This design comes from an exercise in tuning for a short achievable clock period and few clock cycles on the open sky130 flow, not from production work.
The RTL was checked by simulation tests, not by an equivalence proof against the original design.
Power is estimated from default activity; no workload was simulated.

==> module delta_encoder, before the edit <==
module delta_encoder #(
    parameter PAW = 4,         
    parameter HAW = 4          
) (
    input  wire        clk,
    input  wire        rst,
    input  wire        in_valid,
    output wire        in_ready,
    input  wire [63:0] in_prev,
    input  wire [63:0] in_cur,
    input  wire        in_last,
    output wire        out_valid,
    input  wire        out_ready,
    output wire [7:0]  out_data,
    output wire        out_last,
    output wire [23:0] out_dirty
);
    localparam PD = 1 << PAW;
    localparam HD = 1 << HAW;
    reg        rdy;
    reg        s_v;
    reg        s_last;
    reg        s_dirty;
    reg [47:0] s_c;
    assign in_ready = rdy;
    always @(posedge clk) begin
        s_c     <= {in_cur[55:32], in_cur[23:0]};
        s_last  <= in_last;
        s_dirty <= (in_prev[23:0]  != in_cur[23:0]) ||
                   (in_prev[55:32] != in_cur[55:32]);
        if (rst)
            s_v <= 1'b0;
        else
            s_v <= in_valid && rdy;
    end
    reg [47:0]    pmem [0:PD-1];
    reg [PAW:0]   pw, pr;
    reg [12:0]    hmem [0:HD-1];     
    reg [HAW:0]   hw, hr;
    reg [PD-1:0]  pwh;               
    reg [HD-1:0]  hwh;               
    reg [PD-1:0]  prh;               
    reg [HD-1:0]  hrh;               
    reg [2:0]     slot;
    reg [7:0]     hdr;
    reg [3:0]     gcnt;
    wire       dirty    = s_v && s_dirty;
    wire [7:0] hdr_n    = hdr | ({dirty, 7'd0} >> slot);
    wire [3:0] gcnt_n   = gcnt + {3'd0, dirty};
    wire       grp_done = s_v && (slot == 3'd7 || s_last);
    integer i;
    always @(posedge clk) begin
        for (i = 0; i < PD; i = i + 1)
            if (pwh[i])
                pmem[i] <= s_c;
        for (i = 0; i < HD; i = i + 1)
            if (hwh[i])
                hmem[i] <= {s_last, gcnt_n, hdr_n};
        if (rst) begin
            pw   <= 0;
            hw   <= 0;
            pwh  <= 1;
            hwh  <= 1;
            slot <= 3'd0;
            hdr  <= 8'd0;
            gcnt <= 4'd0;
        end else begin
            if (dirty) begin
                pw  <= pw + 1'b1;
                pwh <= {pwh[PD-2:0], pwh[PD-1]};
            end
            if (grp_done) begin
                hw   <= hw + 1'b1;
                hwh  <= {hwh[HD-2:0], hwh[HD-1]};
                slot <= 3'd0;
                hdr  <= 8'd0;
                gcnt <= 4'd0;
            end else if (s_v) begin
                slot <= slot + 3'd1;
                hdr  <= hdr_n;
                gcnt <= gcnt_n;
            end
        end
    end
    wire [PAW:0] pfill = pw - pr;     
    wire [HAW:0] hfill = hw - hr;
    wire         pne   = (pw != pr);
    wire         hne   = (hw != hr);
    always @(posedge clk) begin
        if (rst)
            rdy <= 1'b0;
        else
            rdy <= (pfill <= PD - 4) && (hfill <= HD - 4);
    end
    reg        hh_v, ph_v;
    reg [12:0] hh;          
    reg [47:0] ph;          
    wire       hh_pop, ph_pop;
    reg [12:0] hmem_rd;
    reg [47:0] pmem_rd;
    always @(*) begin
        hmem_rd = 13'd0;
        for (i = 0; i < HD; i = i + 1)
            hmem_rd = hmem_rd | (hmem[i] & {13{hrh[i]}});
        pmem_rd = 48'd0;
        for (i = 0; i < PD; i = i + 1)
            pmem_rd = pmem_rd | (pmem[i] & {48{prh[i]}});
    end
    wire hh_ld = (!hh_v || hh_pop) && hne;
    wire ph_ld = (!ph_v || ph_pop) && pne;
    always @(posedge clk) begin
        if (hh_ld)
            hh <= hmem_rd;
        if (ph_ld)
            ph <= pmem_rd;
        if (rst) begin
            hh_v <= 1'b0;
            ph_v <= 1'b0;
            hr   <= 0;
            pr   <= 0;
            hrh  <= 1;
            prh  <= 1;
        end else begin
            if (hh_ld) begin
                hh_v <= 1'b1;
                hr   <= hr + 1'b1;
                hrh  <= {hrh[HD-2:0], hrh[HD-1]};
            end else if (hh_pop) begin
                hh_v <= 1'b0;
            end
            if (ph_ld) begin
                ph_v <= 1'b1;
                pr   <= pr + 1'b1;
                prh  <= {prh[PD-2:0], prh[PD-1]};
            end else if (ph_pop) begin
                ph_v <= 1'b0;
            end
        end
    end
    reg [47:0] sh;          
    reg [2:0]  nb;          
    reg [3:0]  rem;         
    reg        glast;       
    reg [23:0] fdirty;      
    wire        room;
    wire        at_hdr = (nb == 3'd0);
    wire        load   = at_hdr ? (hh[11:8] != 4'd0)
                                : (nb == 3'd1 && rem != 4'd0);
    wire        e_last = at_hdr ? (hh[11:8] == 4'd0 && hh[12])
                                : (nb == 3'd1 && rem == 4'd0 && glast);
    wire [7:0]  e_data = at_hdr ? hh[7:0] : sh[7:0];
    wire        go     = room && (at_hdr ? hh_v : 1'b1) && (!load || ph_v);
    assign hh_pop = go && at_hdr;
    assign ph_pop = go && load;
    always @(posedge clk) begin
        if (rst) begin
            nb     <= 3'd0;
            rem    <= 4'd0;
            glast  <= 1'b0;
            fdirty <= 24'd0;
        end else if (go) begin
            if (at_hdr)
                glast <= hh[12];
            if (load) begin
                sh  <= ph;
                nb  <= 3'd6;
                rem <= at_hdr ? hh[11:8] - 4'd1 : rem - 4'd1;
            end else if (!at_hdr) begin
                sh  <= {8'd0, sh[47:8]};
                nb  <= nb - 3'd1;
            end
            if (e_last)
                fdirty <= 24'd0;
            else if (load)
                fdirty <= fdirty + 24'd1;
        end
    end
    delta_ofifo #(.W(33)) u_out (
        .clk       (clk),
        .rst       (rst),
        .push      (go),
        .din       ({fdirty, e_last, e_data}),
        .room      (room),
        .out_valid (out_valid),
        .out_ready (out_ready),
        .dout      ({out_dirty, out_last, out_data}),
        .dnext     ()
    );
endmodule
make LEC_CHECK=0 CAP_MARGIN=20 CORE_MARGIN=2 CORE_UTILIZATION=55 CTS_CLUSTER_DIAMETER=80 CTS_CLUSTER_SIZE=24 SETUP_SLACK_MARGIN=3.2 SLEW_MARGIN=20 finish   # period 5.5 ns
run.sh (not shown) runs the stock make flow with config.mk's settings and CLKGATE_MAP_FILE= SYNTH_SCRIPT=/design/flow/synth_recipe.tcl, a recipe that flattens the netlist after the stock synthesis.
Testbench counts at the start, summed over its fixed seeds: cycles 166,921.
Rerun with:
--- a/flow/design.v
+++ b/flow/design.v
@@ -1,8 +1,8 @@
 module delta_encoder #(
-    parameter PAW = 4,         
-    parameter HAW = 4          
+    parameter PAW = 5,         
+    parameter HAW = 5          
 ) (
     input  wire        clk,
     input  wire        rst,
     input  wire        in_valid,
     output wire        in_ready,
Result: Routed wire length is higher by 69%. Worst hold slack barely changes. Global-route usage is higher by 5.3 points. Design area is higher by 40%. Worst setup slack improved by 52 ps. Register-to-register slack improved by 140 ps. Clock power is higher by 41%. Synthesized area is higher by 43%. Via count is higher by 47%. Total power is higher by 31%.
Testbench counts after the change, summed over its fixed seeds: cycles 164,230.

========
## TR
delta_stage, a different RTL version from the one above (not shown whole).
For scale: about 5500 cells after synthesis, about 91000 µm² of cells after synthesis.
==> module delta_encoder, before the edit <==
module delta_encoder #(
    parameter PAW = 4,         
    parameter HAW = 4          
) (
    input  wire        clk,
    input  wire        rst,
    input  wire        in_valid,
    output wire        in_ready,
    input  wire [63:0] in_prev,
    input  wire [63:0] in_cur,
    input  wire        in_last,
    output wire        out_valid,
    input  wire        out_ready,
    output wire [7:0]  out_data,
    output wire        out_last,
    output wire [23:0] out_dirty
);
    localparam PD = 1 << PAW;
    localparam HD = 1 << HAW;
    reg        rdy;
    reg        s_v;
    reg        s_last;
    reg        s_dirty;
    reg [47:0] s_c;
    assign in_ready = rdy;
    always @(posedge clk) begin
        s_c     <= {in_cur[55:32], in_cur[23:0]};
        s_last  <= in_last;
        s_dirty <= (in_prev[23:0]  != in_cur[23:0]) ||
                   (in_prev[55:32] != in_cur[55:32]);
        if (rst)
            s_v <= 1'b0;
        else
            s_v <= in_valid && rdy;
    end
    reg [47:0]    pmem [0:PD-1];
    reg [PAW:0]   pw, pr;
    reg [14:0]    hmem [0:HD-1];     
    reg [HAW:0]   hw, hr;
    reg [PD-1:0]  pwh;               
    reg [HD-1:0]  hwh;               
    reg [PD-1:0]  prh;               
    reg [HD-1:0]  hrh;               
    reg [2:0]     slot;
    reg [7:0]     hdr;
    reg [3:0]     gcnt;
    wire       dirty    = s_v && s_dirty;
    wire [7:0] hdr_n    = hdr | ({dirty, 7'd0} >> slot);
    wire [3:0] gcnt_n   = gcnt + {3'd0, dirty};
    wire       grp_done = s_v && (slot == 3'd7 || s_last);
    integer i;
    always @(posedge clk) begin
        for (i = 0; i < PD; i = i + 1)
            if (pwh[i])
                pmem[i] <= s_c;
        for (i = 0; i < HD; i = i + 1)
            if (hwh[i])
                hmem[i] <= {gcnt_n > 4'd1, gcnt_n != 4'd0, s_last, gcnt_n, hdr_n};
        if (rst) begin
            pw   <= 0;
            hw   <= 0;
            pwh  <= 1;
            hwh  <= 1;
            slot <= 3'd0;
            hdr  <= 8'd0;
            gcnt <= 4'd0;
        end else begin
            if (dirty) begin
                pw  <= pw + 1'b1;
                pwh <= {pwh[PD-2:0], pwh[PD-1]};
            end
            if (grp_done) begin
                hw   <= hw + 1'b1;
                hwh  <= {hwh[HD-2:0], hwh[HD-1]};
                slot <= 3'd0;
                hdr  <= 8'd0;
                gcnt <= 4'd0;
            end else if (s_v) begin
                slot <= slot + 3'd1;
                hdr  <= hdr_n;
                gcnt <= gcnt_n;
            end
        end
    end
    wire [PAW:0] pfill = pw - pr;     
    wire [HAW:0] hfill = hw - hr;
    wire         pne   = (pw != pr);
    wire         hne   = (hw != hr);
    always @(posedge clk) begin
        if (rst)
            rdy <= 1'b0;
        else
            rdy <= (pfill <= PD - 4) && (hfill <= HD - 4);
    end
    reg        hh_v, ph_v;
    reg [14:0] hh;          
    reg [47:0] ph;          
    wire       hh_pop, ph_pop;
    reg [14:0] hmem_rd;
    reg [47:0] pmem_rd;
    always @(*) begin
        hmem_rd = 15'd0;
        for (i = 0; i < HD; i = i + 1)
            hmem_rd = hmem_rd | (hmem[i] & {15{hrh[i]}});
        pmem_rd = 48'd0;
        for (i = 0; i < PD; i = i + 1)
            pmem_rd = pmem_rd | (pmem[i] & {48{prh[i]}});
    end
    wire hh_ld = (!hh_v || hh_pop) && hne;
    wire ph_ld = (!ph_v || ph_pop) && pne;
    always @(posedge clk) begin
        if (hh_ld)
            hh <= hmem_rd;
        if (ph_ld)
            ph <= pmem_rd;
        if (rst) begin
            hh_v <= 1'b0;
            ph_v <= 1'b0;
            hr   <= 0;
            pr   <= 0;
            hrh  <= 1;
            prh  <= 1;
        end else begin
            if (hh_ld) begin
                hh_v <= 1'b1;
                hr   <= hr + 1'b1;
                hrh  <= {hrh[HD-2:0], hrh[HD-1]};
            end else if (hh_pop) begin
                hh_v <= 1'b0;
            end
            if (ph_ld) begin
                ph_v <= 1'b1;
                pr   <= pr + 1'b1;
                prh  <= {prh[PD-2:0], prh[PD-1]};
            end else if (ph_pop) begin
                ph_v <= 1'b0;
            end
        end
    end
    reg [47:0] sh;          
    reg [2:0]  nb;          
    reg        at_hdr;      
    reg        nb1;         
    reg [3:0]  rem;         
    reg        rem_nz;      
    reg        glast;       
    reg        inc;         
    reg [23:0] fdirty;      
    wire        room;
    wire        load   = at_hdr ? hh[13] : (nb1 && rem_nz);
    wire        e_last = at_hdr ? (!hh[13] && hh[12])
                                : (nb1 && !rem_nz && glast);
    wire [7:0]  e_data = at_hdr ? hh[7:0] : sh[7:0];
    wire        go     = room && (!at_hdr || hh_v);
    assign hh_pop = go && at_hdr;
    assign ph_pop = go && load;
    always @(posedge clk) begin
        if (go && (load || !at_hdr))
            sh <= load ? ph : {8'd0, sh[47:8]};
        if (rst) begin
            nb     <= 3'd0;
            at_hdr <= 1'b1;
            nb1    <= 1'b0;
            rem    <= 4'd0;
            rem_nz <= 1'b0;
            glast  <= 1'b0;
            inc    <= 1'b0;
            fdirty <= 24'd0;
        end else begin
            inc <= go && load;
            if (go) begin
                if (at_hdr)
                    glast <= hh[12];
                if (load) begin
                    nb     <= 3'd6;
                    at_hdr <= 1'b0;
                    nb1    <= 1'b0;
                    rem    <= at_hdr ? hh[11:8] - 4'd1 : rem - 4'd1;
                    rem_nz <= at_hdr ? hh[14] : (rem != 4'd1);
                end else if (!at_hdr) begin
                    nb     <= nb - 3'd1;
                    at_hdr <= nb1;
                    nb1    <= (nb == 3'd2);
                end
            end
            if (go && e_last)
                fdirty <= 24'd0;
            else
                fdirty <= fdirty + {23'd0, inc};
        end
    end
    delta_ofifo #(.W(33)) u_out (
        .clk       (clk),
        .rst       (rst),
        .push      (go),
        .din       ({fdirty, e_last, e_data}),
        .room      (room),
        .out_valid (out_valid),
        .out_ready (out_ready),
        .dout      ({out_dirty, out_last, out_data}),
        .dnext     ()
    );
endmodule
make LEC_CHECK=0 CAP_MARGIN=20 CORE_MARGIN=2 CORE_UTILIZATION=70 CTS_CLUSTER_DIAMETER=80 CTS_CLUSTER_SIZE=24 SETUP_SLACK_MARGIN=3.2 SLEW_MARGIN=20 finish   # period 5.5 ns
TR completed; timing, DRC and antenna clean
Testbench counts of TR, summed over its fixed seeds: cycles 166,921.
What AL does differently from TR at the input level:
-- flow/design.v --
<<< TR, line 1
module delta_encoder #(
    parameter PAW = 4,         
    parameter HAW = 4          
) (
    input  wire        clk,
>>> AL, line 1
module delta_encoder #(
    parameter PAW = 5,         
    parameter HAW = 5          
) (
    input  wire        clk,
[summary]
As of AL, total of clock buffers placed in the layout had risen by more than a quarter compared to TR. Against TR as the reference, AL delivers a lower least setup slack across all paths after layout. Against TR, AL comes in 15% higher on combinational power. AL against TR: fraction of the mapped netlist area in adder cells now sits lower; critical path data required time now sits at about the same level.
Testbench counts of AL, summed over its fixed seeds: cycles 164,230.

========
alpha:
Another version of the RTL of delta_stage (not shown whole).
Size in the first run: ~4800 cells after synthesis, about 2200 flip-flops, about 81000 sq um of cells after synthesis.
==> module delta_encoder, before the edit <==
module delta_encoder #(
    parameter PAW = 4,         
    parameter HAW = 4          
) (
    input  wire        clk,
    input  wire        rst,
    input  wire        in_valid,
    output wire        in_ready,
    input  wire [63:0] in_prev,
    input  wire [63:0] in_cur,
    input  wire        in_last,
    output wire        out_valid,
    input  wire        out_ready,
    output wire [7:0]  out_data,
    output wire        out_last,
    output wire [23:0] out_dirty
);
    localparam PD = 1 << PAW;
    localparam HD = 1 << HAW;
    reg        rdy;
    reg        s_v;
    reg        s_last;
    reg        s_dirty;
    reg [47:0] s_c;
    assign in_ready = rdy;
    always @(posedge clk) begin
        s_c     <= {in_cur[55:32], in_cur[23:0]};
        s_last  <= in_last;
        s_dirty <= (in_prev[23:0]  != in_cur[23:0]) ||
                   (in_prev[55:32] != in_cur[55:32]);
        if (rst)
            s_v <= 1'b0;
        else
            s_v <= in_valid && rdy;
    end
    reg [47:0]    pmem [0:PD-1];
    reg [PAW:0]   pw, pr;
    reg [12:0]    hmem [0:HD-1];     
    reg [HAW:0]   hw, hr;
    reg [PD-1:0]  pwh;               
    reg [HD-1:0]  hwh;               
    reg [PD-1:0]  prh;               
    reg [HD-1:0]  hrh;               
    reg [2:0]     slot;
    reg [7:0]     hdr;
    reg [3:0]     gcnt;
    wire       dirty    = s_v && s_dirty;
    wire [7:0] hdr_n    = hdr | ({dirty, 7'd0} >> slot);
    wire [3:0] gcnt_n   = gcnt + {3'd0, dirty};
    wire       grp_done = s_v && (slot == 3'd7 || s_last);
    integer i;
    always @(posedge clk) begin
        for (i = 0; i < PD; i = i + 1)
            if (pwh[i])
                pmem[i] <= s_c;
        for (i = 0; i < HD; i = i + 1)
            if (hwh[i])
                hmem[i] <= {s_last, gcnt_n, hdr_n};
        if (rst) begin
            pw   <= 0;
            hw   <= 0;
            pwh  <= 1;
            hwh  <= 1;
            slot <= 3'd0;
            hdr  <= 8'd0;
            gcnt <= 4'd0;
        end else begin
            if (dirty) begin
                pw  <= pw + 1'b1;
                pwh <= {pwh[PD-2:0], pwh[PD-1]};
            end
            if (grp_done) begin
                hw   <= hw + 1'b1;
                hwh  <= {hwh[HD-2:0], hwh[HD-1]};
                slot <= 3'd0;
                hdr  <= 8'd0;
                gcnt <= 4'd0;
            end else if (s_v) begin
                slot <= slot + 3'd1;
                hdr  <= hdr_n;
                gcnt <= gcnt_n;
            end
        end
    end
    wire [PAW:0] pfill = pw - pr;     
    wire [HAW:0] hfill = hw - hr;
    wire         pne   = (pw != pr);
    wire         hne   = (hw != hr);
    always @(posedge clk) begin
        if (rst)
            rdy <= 1'b0;
        else
            rdy <= (pfill <= PD - 4) && (hfill <= HD - 4);
    end
    reg        hh_v, ph_v;
    reg [12:0] hh;          
    reg [47:0] ph;          
    wire       hh_pop, ph_pop;
    reg [12:0] hmem_rd;
    reg [47:0] pmem_rd;
    always @(*) begin
        hmem_rd = 13'd0;
        for (i = 0; i < HD; i = i + 1)
            hmem_rd = hmem_rd | (hmem[i] & {13{hrh[i]}});
        pmem_rd = 48'd0;
        for (i = 0; i < PD; i = i + 1)
            pmem_rd = pmem_rd | (pmem[i] & {48{prh[i]}});
    end
    wire hh_ld = (!hh_v || hh_pop) && hne;
    wire ph_ld = (!ph_v || ph_pop) && pne;
    always @(posedge clk) begin
        if (hh_ld)
            hh <= hmem_rd;
        if (ph_ld)
            ph <= pmem_rd;
        if (rst) begin
            hh_v <= 1'b0;
            ph_v <= 1'b0;
            hr   <= 0;
            pr   <= 0;
            hrh  <= 1;
            prh  <= 1;
        end else begin
            if (hh_ld) begin
                hh_v <= 1'b1;
                hr   <= hr + 1'b1;
                hrh  <= {hrh[HD-2:0], hrh[HD-1]};
            end else if (hh_pop) begin
                hh_v <= 1'b0;
            end
            if (ph_ld) begin
                ph_v <= 1'b1;
                pr   <= pr + 1'b1;
                prh  <= {prh[PD-2:0], prh[PD-1]};
            end else if (ph_pop) begin
                ph_v <= 1'b0;
            end
        end
    end
    reg [2:0]  nb;          
    reg [3:0]  rem;         
    reg        glast;       
    reg [23:0] fdirty;      
    wire        room;
    wire        at_hdr = (nb == 3'd0);
    wire        start  = at_hdr ? (hh[11:8] != 4'd0)
                                : (nb == 3'd1 && rem != 4'd0);
    wire        e_last = at_hdr ? (hh[11:8] == 4'd0 && hh[12])
                                : (nb == 3'd1 && rem == 4'd0 && glast);
    reg  [7:0]  e_data;
    always @(*) begin
        case (nb)
            3'd6:    e_data = ph[7:0];
            3'd5:    e_data = ph[15:8];
            3'd4:    e_data = ph[23:16];
            3'd3:    e_data = ph[31:24];
            3'd2:    e_data = ph[39:32];
            3'd1:    e_data = ph[47:40];
            default: e_data = hh[7:0];
        endcase
    end
    wire        go     = room && (at_hdr ? hh_v : ph_v);
    assign hh_pop = go && at_hdr;
    assign ph_pop = go && (nb == 3'd1);
    always @(posedge clk) begin
        if (rst) begin
            nb     <= 3'd0;
            rem    <= 4'd0;
            glast  <= 1'b0;
            fdirty <= 24'd0;
        end else if (go) begin
            if (at_hdr)
                glast <= hh[12];
            if (start) begin
                nb  <= 3'd6;
                rem <= at_hdr ? hh[11:8] - 4'd1 : rem - 4'd1;
            end else if (!at_hdr) begin
                nb  <= nb - 3'd1;
            end
            if (e_last)
                fdirty <= 24'd0;
            else if (start)
                fdirty <= fdirty + 24'd1;
        end
    end
    delta_ofifo #(.W(33)) u_out (
        .clk       (clk),
        .rst       (rst),
        .push      (go),
        .din       ({fdirty, e_last, e_data}),
        .room      (room),
        .out_valid (out_valid),
        .out_ready (out_ready),
        .dout      ({out_dirty, out_last, out_data})
    );
endmodule
export LEC_CHECK = 0
export CAP_MARGIN = 20
export CORE_MARGIN = 2
export CORE_UTILIZATION = 55
export SETUP_SLACK_MARGIN = 3.2
export SLEW_MARGIN = 20
create_clock -name core_clock -period 5.5 [get_ports {clk}]
alpha completed every stage of the flow, and the final layout passed the timing, design-rule and antenna checks.
Testbench counts of alpha, summed over its fixed seeds: cycles 167,155.
## Diff of input files: beta against alpha
--- a/flow/design.v
+++ b/flow/design.v
@@ -1,8 +1,8 @@
 module delta_encoder #(
-    parameter PAW = 4,         
-    parameter HAW = 4          
+    parameter PAW = 5,         
+    parameter HAW = 5          
 ) (
     input  wire        clk,
     input  wire        rst,
     input  wire        in_valid,
     output wire        in_ready,
Findings:
Setup slack in beta is smaller than in alpha. Going from alpha to beta, count of filler cells inserted in the layout grew by more than a quarter. Compared with alpha, in beta number of buffers inserted by post-CTS setup repair higher; number of detailed-route iterations in the first pass lower; utilization higher. Note that the count of mapped cells out of synthesis recorded for alpha amounts to 0.69 times the value seen in beta. The arithmetic-cell share of the synthesized area counting full adders, half adders and majority gates of beta falls short of that of alpha by 0.35 points. Compared to alpha, beta has number of ordinary inverters in the final layout about 1.3% lower. The initial antenna violation count of beta is higher than that of alpha. Number of resized instances in the post-cts repair step on beta is up relative to alpha. The ratio of routed vias to standard cells in beta is 1.09 times that in alpha. The worst-case clock buffer depth of beta is higher than that of alpha.
Testbench counts of beta, summed over its fixed seeds: cycles 164,330.

afterwards: timing with drivers on the ports:
How much do the figures lean on ideal ports? The routed layouts below were timed once more, with nothing changed but the port constraints. Step 1, drivers: a clkbuf_16 drives clk and a buf_2 each remaining input, both assumed. Step 2 times the ports against the registers' clock, not the clock port: input delays grow and output delays shrink by t, the midpoint of the rising clock arrivals with the driver on. a / b / c = ideal / step 1 / step 2; a / b = the first two.
| run | t (ns) | setup WS [ns] | worst setup path after step 2 | slew at the worst register clock pin (ns) |
|---|---|---|---|---|
| the first run of note 1 | 0.841 | 3.020 / 3.020 / 2.411 | input to register | 0.10 / 0.10 |
| the second run of note 1 | 0.929 | 3.072 / 2.978 / 2.349 | input to register | 0.10 / 0.10 |
| TR | 0.838 | 3.101 / 3.022 / 2.451 | input to register | 0.10 / 0.10 |
| AL | 0.952 | 3.025 / 2.934 / 2.245 | input to register | 0.10 / 0.10 |
| alpha | 0.909 | 2.922 / 2.842 / 2.333 | input to register | 0.07 / 0.07 |
| beta | 1.032 | 2.876 / 2.785 / 2.230 | input to register | 0.07 / 0.07 |
After both steps every run listed still meets setup and hold. The setup slack of AL, which loses most, moves by -0.091 ns with the drivers and by -0.780 ns with both steps.
